Source: an optimization exercise on an open RTL-to-GDS flow (aim: small area). Production flows keep margins and buffers that such runs may drop. Only simulation tests tie the RTL to the original design; equivalence was not proved. Power figures rest on the tool's default switching activity, not on a simulated workload.

// tsb_report_engine
module tsb_report_engine (
    input  wire       clk,
    input  wire       rst_n,        
    input  wire       fin_valid,
    output wire       fin_ready,
    input  wire [7:0] fin_data,
    input  wire       fin_req,      
    input  wire       fin_err,      
    output wire       out_valid,
    input  wire       out_ready,
    output wire [7:0] out_data,
    output wire       out_last
);
Settings: LEC_CHECK=0, ABC_AREA=1, CAP_MARGIN=20, CORE_MARGIN=2, CORE_UTILIZATION=60, SLEW_MARGIN=20; clock period 10.0 ns.
standard.sh (not shown) runs the stock make flow with config.mk's settings and CLKGATE_MAP_FILE= SYNTH_SCRIPT=/design/flow/synth_recipe.tcl, a recipe that flattens the netlist after the stock synthesis.
==> flow/flow/run.sh <==
#!/bin/bash
# Standard ORFS layout (standard.sh) with these changes:
#   - synthesis: flow/synth.tcl, the standard synthesis with a stronger
#     area-oriented ABC script (flow/abc_area.script);
#   - a buf_1 on each port instead of clkdlybuf4s50_1;
#   - a clock tree of clkbuf_8 leaf buffers for clusters of up to 20
#     registers, without dummy loads.
# The make output goes to flow_make.log; ORFS's per-step logs stay under orfs/logs.
set -euo pipefail
work=$(pwd)
bash standard.sh \
  "OWN_WORK=$work" \
  "OWN_ABC_SCRIPT=$work/flow/abc_area.script" \
  "SYNTH_SCRIPT=$work/flow/synth.tcl" \
  "BUFFER_PORTS_ARGS=-buffer_cell sky130_fd_sc_hd__buf_1" \
  "CTS_ARGS=-repair_clock_nets -buf_list sky130_fd_sc_hd__clkbuf_8 -dont_use_dummy_load" \
  finish > flow_make.log 2>&1
==> flow/flow/abc_area.script <==
strash
dc2
&get -n
&deepsyn -T 60
&put
strash
&get -n
&dch -f
&nf -R 1000
&put
strash
&get -n
&dch -f
&nf -R 1000
&put
==> flow/flow/synth.tcl <==
# The standard synthesis (synth_recipe.tcl, sourced unchanged) with two
# changes to its combinational mapping only:
#   - ABC runs flow/abc_area.script instead of ORFS's abc_area.script;
#   - adders are left to ABC instead of being extracted into ha/fa cells.
# Flip-flop mapping, flattening and renaming are the standard ones, so the
# registers keep the standard synthesis's names and cell types.
proc extract_fa {args} { }
proc abc {args} {
  set i [lsearch -exact $args -script]
  if { $i >= 0 } {
    set args [lreplace $args $i [expr {$i + 1}] -script $::env(OWN_ABC_SCRIPT)]
  }
  yosys abc {*}$args
}
source $::env(OWN_WORK)/synth_recipe.tcl
The first run completed with no timing, DRC or antenna violations.
==> next run, changes <==
--- a/flow/flow/run.sh
+++ b/flow/flow/run.sh
@@ -7 +7 @@
-#     registers, without dummy loads.
+#     registers, clkbuf_4 above them, without dummy loads.
@@ -16 +16 @@
-  "CTS_ARGS=-repair_clock_nets -buf_list sky130_fd_sc_hd__clkbuf_8 -dont_use_dummy_load" \
+  "CTS_ARGS=-sink_clustering_enable -repair_clock_nets -sink_clustering_size 20 -sink_clustering_max_diameter 60 -buf_list sky130_fd_sc_hd__clkbuf_8 -dont_use_dummy_load -root_buf sky130_fd_sc_hd__clkbuf_4 -tree_buf sky130_fd_sc_hd__clkbuf_4" \
=>
- sequential share of layout area went up by 0.57 points
- fmax went down slightly
- power went down by a few percent
- routed wire length is about the same
- worst hold slack improved by 17 ps
==> next run, changes <==
--- a/flow/flow/run.sh
+++ b/flow/flow/run.sh
@@ -7 +7 @@
-#     registers, clkbuf_4 above them, without dummy loads.
+#     registers, without dummy loads.
@@ -16 +16 @@
-  "CTS_ARGS=-sink_clustering_enable -repair_clock_nets -sink_clustering_size 20 -sink_clustering_max_diameter 60 -buf_list sky130_fd_sc_hd__clkbuf_8 -dont_use_dummy_load -root_buf sky130_fd_sc_hd__clkbuf_4 -tree_buf sky130_fd_sc_hd__clkbuf_4" \
+  "CTS_ARGS=-sink_clustering_enable -repair_clock_nets -sink_clustering_size 20 -sink_clustering_max_diameter 60 -buf_list sky130_fd_sc_hd__clkbuf_8 -dont_use_dummy_load" \
--- a/flow/config.mk
+++ b/flow/config.mk
@@ -11 +11 @@
-export CORE_UTILIZATION = 60
+export CORE_UTILIZATION = 75
The new run passed the timing, DRC and antenna checks.
Worst setup slack got worse by 35 ps.
Design area barely changes.
Via count grows by 6.1%.
First-iteration DRC count goes up to 2.8 times its value.
Total power increases by 1.4%.
==> next run, changes <==
--- a/flow/config.mk
+++ b/flow/config.mk
@@ -11 +11 @@
-export CORE_UTILIZATION = 75
+export CORE_UTILIZATION = 60
Non-clock buffer count stays the same.
Count of clock-buffer cells in the layout rises by 1.
Design area rises by 0.48%.
Total power barely changes.
Sequential share of layout area falls by 0.35 points.
Via count falls by 6.5%.
Global-route usage falls by 10 points.
Core utilization falls by 17 points.
Setup slack gains 110 ps.
Wire length falls by 18%.
Cell count rises by 2.4%.


The RTL this note starts from:
==> flow/design.v <==
module tsb_report_engine (
    input  wire       clk,
    input  wire       rst_n,        
    input  wire       fin_valid,
    output wire       fin_ready,
    input  wire [7:0] fin_data,
    input  wire       fin_req,      
    input  wire       fin_err,      
    output wire       out_valid,
    input  wire       out_ready,
    output wire [7:0] out_data,
    output wire       out_last
);
    reg  [159:0] ring;          
    reg  [19:0]  sring;         
    reg  [4:0]   pos;           
    reg  [7:0]   buf_q;         
    reg          full;          
    reg          sending;       
    reg  [2:0]   grp;
    reg  [2:0]   ob;
    reg  [4:0]   tip;
    reg  [2:0]   rec_left;      
    reg  [2:0]   dropped;
    reg  [1:0]   outcome;
    reg          rep;           
    reg          scan_pend;     
    reg          scan_act;      
    reg          scan_clr;      
    reg          carry;
    wire [7:0] head = ring[159:152];
    wire       at0  = (pos == 5'd0);
    wire       at19 = (pos == 5'd19);
    wire sbit    = sring[19] && !scan_clr;
    wire kbit    = scan_act && (pos[4:3] == 2'd0) && (pos[2:0] != 3'd1) && (pos[2:0] != 3'd7);
    wire cin     = carry && !at0;
    wire tn_slot = scan_act && pos[4];
    wire tn_bit  = !pos[1] ? rec_left[{1'b0, pos[0]}] : (!pos[0] && rec_left[2]);
    wire ssum    = tn_slot ? tn_bit : (sbit ^ kbit ^ cin);
    wire scout   = (sbit & kbit) | (sbit & cin) | (kbit & cin);
    wire [7:0] scan_byte = {sring[0], sring[1], sring[2], sring[3],
                            sring[4], sring[5], sring[6], sring[7]};
    wire hdr     = (grp == 3'd7);
    wire in_body = !sending && (grp != 3'd6);
    wire busy    = scan_pend || scan_act;
    wire [4:0] target = hdr ? {ob[1] & !ob[0], !ob[1] & ob[0], ob[1] & ob[0], 2'd0}
                            : {grp, ob[1:0]};
    wire match   = (pos == target);
    wire cid_ok  = ~&grp;
    wire is_last = rep ? (grp == 3'd4 && ob == 3'd3) : (grp == 3'd7 && ob == 3'd7);
    assign fin_ready = !sending && !full && (!in_body || !busy);
    assign out_valid = sending && full;
    assign out_data  = buf_q;
    assign out_last  = is_last;
    wire fin_hs   = fin_valid && fin_ready;
    wire out_hs   = out_valid && out_ready;
    wire hdr_hs   = fin_hs && !in_body;                  
    wire id_hs    = fin_hs && in_body && (ob == 3'd7);   
    wire crd_hs   = fin_hs && in_body && !ob[2] && cid_ok;  
    wire skip_hs  = fin_hs && in_body && (ob != 3'd7) && !(!ob[2] && cid_ok);
    wire rec_end  = fin_hs && in_body && (ob == 3'd6);
    wire id_ok    = (fin_data[3:0] < 4'd5);
    wire [3:0] hdr_count = fin_data[3:0];
    wire       hdr_ok    = !fin_err && fin_data[7] && (hdr_count <= 4'd5);
    wire       hdr_cor   = !fin_err && fin_data[7] && (hdr_count > 4'd5);
    wire [2:0] hdr_tn    = hdr_ok ? hdr_count[2:0] : 3'd0;
    wire frame_end = (hdr_hs && hdr_tn == 3'd0) || (rec_end && rec_left == 3'd1);
    wire wr       = in_body && full && match;
    wire need_ring = hdr ? (ob[1] | ob[0]) : !ob[2];
    wire ld        = sending && !full && !busy && (!need_ring || match);
    wire grp_end   = out_hs && !is_last && (ob == 3'd3);
    reg  [7:0] pkt_byte;
    always @(*) begin
        if (hdr) begin
            case (ob)
            3'd7:    pkt_byte = {2'b00, dropped, rep, outcome};
            3'd0:    pkt_byte = 8'd1;
            3'd3:    pkt_byte = {4'd0, scan_byte[3:0]};
            default: pkt_byte = scan_byte;
            endcase
        end else begin
            case (ob)
            3'd6:    pkt_byte = {5'd0, grp};
            3'd7:    pkt_byte = {7'd0, tip[grp]};
            default: pkt_byte = head;
            endcase
        end
    end
    always @(posedge clk) begin
        ring  <= {ring[151:0], wr ? buf_q : scan_act ? 8'd0 : head};
        sring <= {sring[18:0], ssum};
        carry <= scout;
    end
    always @(posedge clk) begin
        if (!rst_n || at19)
            pos <= 5'd0;
        else
            pos <= pos + 5'd1;
    end
    wire       drop_inc   = id_hs && !id_ok && rep;
    wire [4:0] tip_set    = {5{wr}} & (5'b00001 << grp);
    wire [2:0] rec_borrow = {rec_end & !rec_left[1] & !rec_left[0],
                             rec_end & !rec_left[0], rec_end};
    wire       ob_adv     = skip_hs || wr || out_hs;
    wire [2:0] ob_carry   = {ob_adv & ob[1] & ob[0], ob_adv & ob[0], ob_adv};
    always @(posedge clk) begin
        rec_left <= hdr_hs ? hdr_tn : (rec_left ^ rec_borrow);
        tip      <= {5{!hdr_hs}} & (tip | tip_set);
        dropped  <= {3{!hdr_hs}} & (dropped ^ {drop_inc & dropped[1] & dropped[0],
                                               drop_inc & dropped[0], drop_inc});
        ob       <= hdr_hs  ? 3'd7 :
                    id_hs   ? 3'd0 :
                    grp_end ? 3'd6 : (ob ^ ob_carry);
        if (hdr_hs) begin
            outcome <= fin_err ? 2'd3 : !fin_data[7] ? 2'd1 : hdr_cor ? 2'd2 : 2'd0;
            rep     <= fin_req && !hdr_cor;
        end
        if (crd_hs)
            buf_q <= fin_data;
        else if (ld)
            buf_q <= pkt_byte;
    end
    always @(posedge clk) begin
        if (!rst_n) begin
            sending   <= 1'b0;
            grp       <= 3'd6;
            full      <= 1'b0;
            scan_pend <= 1'b0;
            scan_act  <= 1'b0;
            scan_clr  <= 1'b1;
        end else begin
            if (at19) begin
                scan_act  <= scan_pend;
                scan_pend <= 1'b0;
                scan_clr  <= 1'b0;
            end
            if (hdr_hs)
                scan_pend <= 1'b1;
            if (hdr_hs || rec_end)
                grp <= 3'd7;
            else if (id_hs)
                grp <= id_ok ? fin_data[2:0] : 3'd7;
            else if (out_hs && is_last)
                grp <= 3'd6;
            else if (grp_end)
                grp <= grp + 3'd1;
            if (frame_end)
                sending <= 1'b1;
            else if (out_hs && is_last)
                sending <= 1'b0;
            if (crd_hs || ld)
                full <= 1'b1;
            else if (wr || out_hs)
                full <= 1'b0;
        end
    end
endmodule
==> flow/config.mk <==
export PLATFORM = sky130hd
export DESIGN_NAME = tsb_report_engine
export DESIGN_NICKNAME = tsb_report_engine
export VERILOG_FILES = /design/flow/design.v
export SDC_FILE = /design/flow/constraint.sdc
export NUM_CORES = 4
export LEC_CHECK = 0
export ABC_AREA = 1
export CAP_MARGIN = 20
export CORE_MARGIN = 2
export CORE_UTILIZATION = 75
export SLEW_MARGIN = 20
==> flow/constraint.sdc <==
create_clock -name core_clock -period 10.0 [get_ports {clk}]
set_input_delay 2.0000 -clock core_clock [delete_from_list [all_inputs] [get_ports {clk}]]
set_output_delay 2.0000 -clock core_clock [all_outputs]
set_load 0.01 [all_outputs]
==> flow/flow/run.sh <==
#!/bin/bash
# Standard ORFS layout (standard.sh) with these changes:
#   - synthesis: flow/synth.tcl, the standard synthesis with a stronger
#     area-oriented ABC script (flow/abc_area.script);
#   - a buf_1 on each port instead of clkdlybuf4s50_1;
#   - a clock tree of clkbuf_8 leaf buffers for clusters of up to 20
#     registers, without dummy loads.
# The make output goes to flow_make.log; ORFS's per-step logs stay under orfs/logs.
set -euo pipefail
work=$(pwd)
bash standard.sh \
  "OWN_WORK=$work" \
  "OWN_ABC_SCRIPT=$work/flow/abc_area.script" \
  "SYNTH_SCRIPT=$work/flow/synth.tcl" \
  "BUFFER_PORTS_ARGS=-buffer_cell sky130_fd_sc_hd__buf_1" \
  "CTS_ARGS=-sink_clustering_enable -repair_clock_nets -sink_clustering_size 20 -sink_clustering_max_diameter 60 -buf_list sky130_fd_sc_hd__clkbuf_8 -dont_use_dummy_load" \
  finish > flow_make.log 2>&1
Scripts as last shown in full above: flow/flow/abc_area.script, flow/flow/synth.tcl
Then changed:
--- a/flow/flow/run.sh
+++ b/flow/flow/run.sh
@@ -15,3 +15,3 @@
   "BUFFER_PORTS_ARGS=-buffer_cell sky130_fd_sc_hd__buf_1" \
-  "CTS_ARGS=-sink_clustering_enable -repair_clock_nets -sink_clustering_size 20 -sink_clustering_max_diameter 60 -buf_list sky130_fd_sc_hd__clkbuf_8 -dont_use_dummy_load" \
+  "CTS_ARGS=-sink_clustering_enable -repair_clock_nets -sink_clustering_size 10 -sink_clustering_max_diameter 40 -buf_list sky130_fd_sc_hd__clkbuf_4 -dont_use_dummy_load" \
   finish > flow_make.log 2>&1
CORE_UTILIZATION = 60   (was 75)
What happened: Core utilization shrinks by 17 points; total power goes down by 1.2%; cell area rose by 0.41%; clock power barely changes; final cell count went up by 4.5%; worst setup slack gets better by 0.10 ns; via count falls by about 5%; hold slack is worse by 0.026 ns; wire length went down by 13%.
Then changed:
--- a/flow/flow/run.sh
+++ b/flow/flow/run.sh
@@ -15,3 +15,3 @@
   "BUFFER_PORTS_ARGS=-buffer_cell sky130_fd_sc_hd__buf_1" \
-  "CTS_ARGS=-sink_clustering_enable -repair_clock_nets -sink_clustering_size 10 -sink_clustering_max_diameter 40 -buf_list sky130_fd_sc_hd__clkbuf_4 -dont_use_dummy_load" \
+  "CTS_ARGS=-sink_clustering_enable -repair_clock_nets -sink_clustering_size 20 -sink_clustering_max_diameter 60 -buf_list sky130_fd_sc_hd__clkbuf_8 -dont_use_dummy_load" \
   finish > flow_make.log 2>&1
Effect: Wire length is about the same; core utilization barely changes; cell count decreases by 2.1%; combinational power barely changes; synthesized area does not change; via count decreases by 1.7%; sequential share of layout area hardly moves; final area is about the same; first-iteration DRC count increases by 14%.


Another version of the RTL of tsb_report_engine (not shown whole).
Size: roughly 500 cells after synthesis, ~220 flip-flops, roughly 6700 um2 of cells after synthesis.
Settings: LEC_CHECK=0, CAP_MARGIN=20, CORE_MARGIN=2, CORE_UTILIZATION=40, SLEW_MARGIN=20; clock period 10.0 ns.
run.sh (not shown) runs the stock make flow with config.mk's settings and CLKGATE_MAP_FILE= SYNTH_SCRIPT=/design/flow/synth_recipe.tcl, a recipe that flattens the netlist after the stock synthesis.
Stock flow here: none of the scripts above is used.
The baseline finished with timing, DRC and antenna clean.
Rerun with:
- ABC_AREA: unset -> 1
- CORE_UTILIZATION: 40 -> 60
- CTS_BUF_LIST: unset -> sky130_fd_sc_hd__clkbuf_8
- CTS_CLUSTER_SIZE: unset -> 30
=> Non-clock buffer count does not change; utilization increases by 25 points; setup slack gains 0.36 ns; first-iteration DRC count increases by 32%; count of clock-buffer cells in the layout increases by 11; global-route usage increases by 7.5 points; wire length increases by 4.1%; via count increases by 12%; sequential share of layout area decreases by 0.39 points; flip-flop and latch count does not change.


tsb_report_engine, a different RTL version from the one above (not shown whole).
Size: ~25 I/O pins, about 5800 µm² of cells after synthesis.
==> flow/design.v (excerpt) <==
module tsb_report_engine (
    input  wire       clk,
    input  wire       rst_n,        
    input  wire       fin_valid,
    output wire       fin_ready,
    input  wire [7:0] fin_data,
    input  wire       fin_req,      
    input  wire       fin_err,      
    output wire       out_valid,
    input  wire       out_ready,
    output wire [7:0] out_data,
    output wire       out_last
);
clock: 10.0 ns
lec_check: 0
abc_area: 1
cap_margin: 20
core_margin: 2
core_utilization: 60
slew_margin: 20
standard.sh (not shown) runs the stock make flow with config.mk's settings and CLKGATE_MAP_FILE= SYNTH_SCRIPT=/design/flow/synth_recipe.tcl, a recipe that flattens the netlist after the stock synthesis.
==> flow/flow/run.sh <==
#!/bin/bash
# Standard ORFS layout (standard.sh) with these changes:
#   - synthesis: flow/synth.tcl, the standard synthesis with a stronger
#     area-oriented ABC script (flow/abc_area.script);
#   - a buf_1 on each port instead of clkdlybuf4s50_1;
#   - a clock tree of clkbuf_8 leaf buffers for clusters of up to 20
#     registers, without dummy loads.
# The make output goes to flow_make.log; ORFS's per-step logs stay under orfs/logs.
set -euo pipefail
work=$(pwd)
bash standard.sh \
  "OWN_WORK=$work" \
  "OWN_ABC_SCRIPT=$work/flow/abc_area.script" \
  "SYNTH_SCRIPT=$work/flow/synth.tcl" \
  "BUFFER_PORTS_ARGS=-buffer_cell sky130_fd_sc_hd__buf_1" \
  "CTS_ARGS=-sink_clustering_enable -repair_clock_nets -sink_clustering_size 10 -sink_clustering_max_diameter 40 -buf_list sky130_fd_sc_hd__clkbuf_4 -dont_use_dummy_load" \
  finish > flow_make.log 2>&1
Scripts as last shown in full above: flow/flow/abc_area.script, flow/flow/synth.tcl
Next try:
--- a/flow/flow/run.sh
+++ b/flow/flow/run.sh
@@ -16 +16 @@
-  "CTS_ARGS=-sink_clustering_enable -repair_clock_nets -sink_clustering_size 10 -sink_clustering_max_diameter 40 -buf_list sky130_fd_sc_hd__clkbuf_4 -dont_use_dummy_load" \
+  "CTS_ARGS=-sink_clustering_enable -repair_clock_nets -sink_clustering_size 20 -sink_clustering_max_diameter 60 -buf_list sky130_fd_sc_hd__clkbuf_8 -dont_use_dummy_load" \
The new run finished clean.
Die area is unchanged.
Critical path depth does not change.
Total power rose by 1.2%.
Cell count is lower by 1.8%.
Register-to-register slack improved by 0.02 ns.
Sequential power barely changes.
Via count came out lower by 1.0%.
First-iteration DRC count came out lower by 15%.
Utilization rises by 0.19 points.
Setup slack gains 0.092 ns.

[what the ideal ports hide]
Ports are ideal in the flow. The routed layouts listed here were re-timed in OpenROAD.
Step 1, drivers: a clkbuf_16 drives clk and a buf_2 each remaining input, both assumed.
Step 2 moves the port delays by t, midway between the first and last clock arrival at a register: inputs arrive t later, outputs are due t later. That takes back most of the time a late clock gives input paths.
a / b / c = ideal / step 1 / step 2; a / b = the first two.
| run | t (ns) | slack for setup (ns) | hold WS [ns] |
|---|---|---|---|
| the first run of note 1 | 0.448 | 6.102 / 6.071 / 5.972 | 0.294 / 0.294 / 0.294 |
| the second run of note 1 | 0.550 | 6.033 / 6.002 / 6.026 | 0.311 / 0.311 / 0.311 |
| the third run of note 1 | 0.499 | 5.998 / 5.964 / 6.039 | 0.322 / 0.322 / 0.322 |
| the fourth run of note 1 | 0.478 | 6.108 / 6.074 / 6.031 | 0.313 / 0.313 / 0.313 |
| the first run of note 2 | 0.516 | 5.540 / 5.504 / 5.556 | 0.329 / 0.329 / 0.329 |
| the second run of note 2 | 0.599 | 5.644 / 5.612 / 5.818 | 0.303 / 0.303 / 0.303 |
| the third run of note 2 | 0.483 | 5.715 / 5.680 / 5.815 | 0.287 / 0.287 / 0.287 |
| the first run of note 3 | 0.519 | 5.422 / 5.382 / 5.186 | 0.323 / 0.323 / 0.323 |
| the second run of note 3 | 0.520 | 5.784 / 5.750 / 5.782 | 0.320 / 0.320 / 0.320 |
| the first run of note 4 | 0.603 | 5.772 / 5.738 / 6.104 | 0.288 / 0.288 / 0.288 |
| the second run of note 4 | 0.500 | 5.864 / 5.829 / 6.121 | 0.305 / 0.305 / 0.305 |
After both steps every run listed still meets setup and hold. The setup slack of the first run of note 3, which loses most, moves by -0.040 ns with the drivers and by -0.236 ns with both steps.
